Source: an optimization exercise on an open RTL-to-GDS flow (aim: small area, a short achievable clock period and few clock cycles). Production flows keep margins and buffers that such runs may drop. In this exercise RTL edits were held to simulation tests only and were not proved equivalent to the original. No activity file was given, so power comes from the tool's default toggle rates.

==> job 3391: inputs <==
Design etlv, start of the top module:
module etlv (
    input             clk,
    input             rst,
    input             reg_wr,
    input      [5:0]  reg_addr,
    input      [31:0] reg_wdata,
    output reg [31:0] reg_rdata,
    output reg        mem_req,
    output reg        mem_we,
    output reg [31:0] mem_addr,
    output reg [7:0]  mem_wdata,
    input             mem_ready,
    input      [7:0]  mem_rdata,
    input             mem_err
);
    localparam [2:0] OP_DECODE_TAG = 3'd1, OP_ENCODE_TAG = 3'd2,
                     OP_DECODE_LEN = 3'd3, OP_ENCODE_LEN = 3'd4,
                     OP_PARSE      = 3'd5, OP_SERIALIZE  = 3'd6,
                     OP_FIND       = 3'd7;
    localparam [3:0] E_OK = 4'd0, E_BADARG = 4'd1, E_NODATA = 4'd2,
                     E_NOMEM = 4'd3, E_INVALID = 4'd4, E_OVERFLOW = 4'd5,
                     E_MSGSIZE = 4'd6, E_NOTFOUND = 4'd7, E_BUS = 4'd8;
    localparam [3:0] S_IDLE = 4'd0, S_TAG0 = 4'd1, S_TAGC = 4'd2, S_LEN0 = 4'd3,
                     S_LENB = 4'd4, S_TEND = 4'd5, S_RECW = 4'd6, S_RECR = 4'd7,
                     S_EMIT = 4'd8, S_VRD  = 4'd9, S_VWR  = 4'd10;
    reg [2:0]  cmd;
    reg        done;
    reg [3:0]  err;
    reg [31:0] src_addr, src_len, dst_addr, dst_cap, tok_addr, tok_n, arg;
    reg        rz;       
    reg [3:0]  st;
    reg [31:0] off;      
  ...
make LEC_CHECK=0 CAP_MARGIN=20 CORE_MARGIN=2 CORE_UTILIZATION=45 SETUP_SLACK_MARGIN=5 SLEW_MARGIN=20 finish   # period 12.0 ns
run.sh (not shown) runs the stock make flow with config.mk's settings and CLKGATE_MAP_FILE= SYNTH_SCRIPT=/design/flow/synth_recipe.tcl, a recipe that flattens the netlist after the stock synthesis.
==> inputs of job 7439, as changes to job 3391 <==
SETUP_SLACK_MARGIN = not set   (was 5)
==> inputs of job 7536, as changes to job 3391 <==
CORE_UTILIZATION = 50   (was 45)
==> implementation parameters <==
Parameter                              Value

Cells and area
  Util after Layout ... approximately half
  Total of fill cells in the finished design ... between 7k and 8k
  Count of plain and timing-repair buffers in the layout ... roughly 260

Worst setup path
  Critical Path Max Stage Delay ... a little over 0.8 ns
  Slowest stage cell on the critical path ... nor2_4
  Critical-path cell list ... nand2b_1 -> nor2_4 -> buf_4 -> mux2_2 -> ha_1 -> nor3_1 -> o21ai_0 -> a31oi_1 -> o21ai_0 -> a31oi_1 -> a31oi_1 -> a31oi_1 -> xnor2_1 -> a22oi_1 -> nand3_1 -> clkdlybuf4s50_1

Placed design
  HPWL Detailed ... 155,000 µm

GRT
  Number of antenna violations at the first check in global routing ... 25

STA
  Post-layout worst setup margin ... about 2.6 ns

Pwr
  Power Clock ... around 0.0019 W
  Largest vdd supply drop ... approximately 0.00012 V
  Share of total power in sequential cells ... approximately 29%

Run status
  Run status ... timing/DRC/antenna clean

Floorplan
  Chip Width ... between 200 and 300 µm

Clocking
  Resize count post-CTS ... 0
Source of the figures above: job 7439

==> implementation parameters <==
Parameter                              Value

Run status
  Run status ... timing/DRC/antenna clean

Worst setup path
  Critical Path Max Stage Delay ... around 0.44 ns
  Critical-path cell list ... buf_12 -> nand2b_4 -> nor2_4 -> buf_12 -> buf_4 -> buf_16 -> mux2_4 -> ha_4 -> a21o_1 -> a21oi_2 -> o211ai_1 -> buf_4 -> o211a_4 -> o21bai_4 -> a21oi_4 -> or4_4 -> nand3_4 -> buf_6 -> nand2_2 -> o211ai_1 -> buf_2
  Slowest stage cell on the critical path ... or4_4

Cells and area
  Total of fill cells in the finished design ... ~7.2k
  Util after Layout ... between 50% and 60%
  Count of plain and timing-repair buffers in the layout ... ~410

Clocking
  Resize count post-CTS ... ~290

Placed design
  HPWL Detailed ... roughly 160,000 µm

STA
  Post-layout worst setup margin ... 4.94 ns

Pwr
  Share of total power in sequential cells ... 27.0%
  Largest vdd supply drop ... 0.000122 V
  Power Clock ... about 0.0019 W

GRT
  Number of antenna violations at the first check in global routing ... 27

Floorplan
  Chip Width ... 278 µm
Source of the figures above: job 3391

==> implementation parameters <==
Parameter                              Value

Cells and area
  Count of plain and timing-repair buffers in the layout ... just over 400
  Leading cell type in the layout, fill and taps excluded ... nand2_1
  Total of fill cells in the finished design ... between 5k and 6k
  Util after Layout ... around three fifths

Floorplan
  Chip Width ... about 260 µm

Run status
  Run status ... timing/DRC/antenna clean

Worst setup path
  Critical Path Max Stage Delay ... about 0.50 ns
  Slowest stage cell on the critical path ... or3_4

Clocking
  Resize count post-CTS ... roughly 370

Pwr
  Largest vdd supply drop ... around 0.00013 V
  Share of total power in sequential cells ... 27.1%
  Power Clock ... about 0.0017 W

STA
  Post-layout worst setup margin ... roughly 5 ns

Placed design
  HPWL Detailed ... 148,000 µm
Source of the figures above: job 7536

Testbench counts of job 3391, summed over its fixed seeds: cycles 114,262.
Testbench counts of job 7439, summed over its fixed seeds: cycles 114,262.
Testbench counts of job 7536, summed over its fixed seeds: cycles 114,262.

==> re-timing with driven ports <==
Ports are ideal in the flow. The routed layouts listed here were re-timed in OpenROAD. Step 1 sets driving cells, clkbuf_16 on the clock port and buf_2 on the other inputs (assumed; they add their load-dependent delay and slew). Step 2 also shifts input and output timing later by t, the mid clock arrival at the registers, as if the neighbouring blocks saw the same clock. a / b / c = no drivers / after step 1 / after step 2; a / b = the first two.
run	shift t [ns]	slack for setup (ns)	slew at the worst register clock pin (ns)
job 3391	0.724	4.939 / 4.864 / 4.407	0.07 / 0.07
job 7439	0.720	2.635 / 2.564 / 3.041	0.07 / 0.07
job 7536	0.746	4.868 / 4.798 / 4.456	0.07 / 0.07
After both steps setup and hold are still met in every run listed. For job 3391, which loses most, drivers alone change the setup slack by -0.075 ns; drivers and shift together by -0.532 ns.
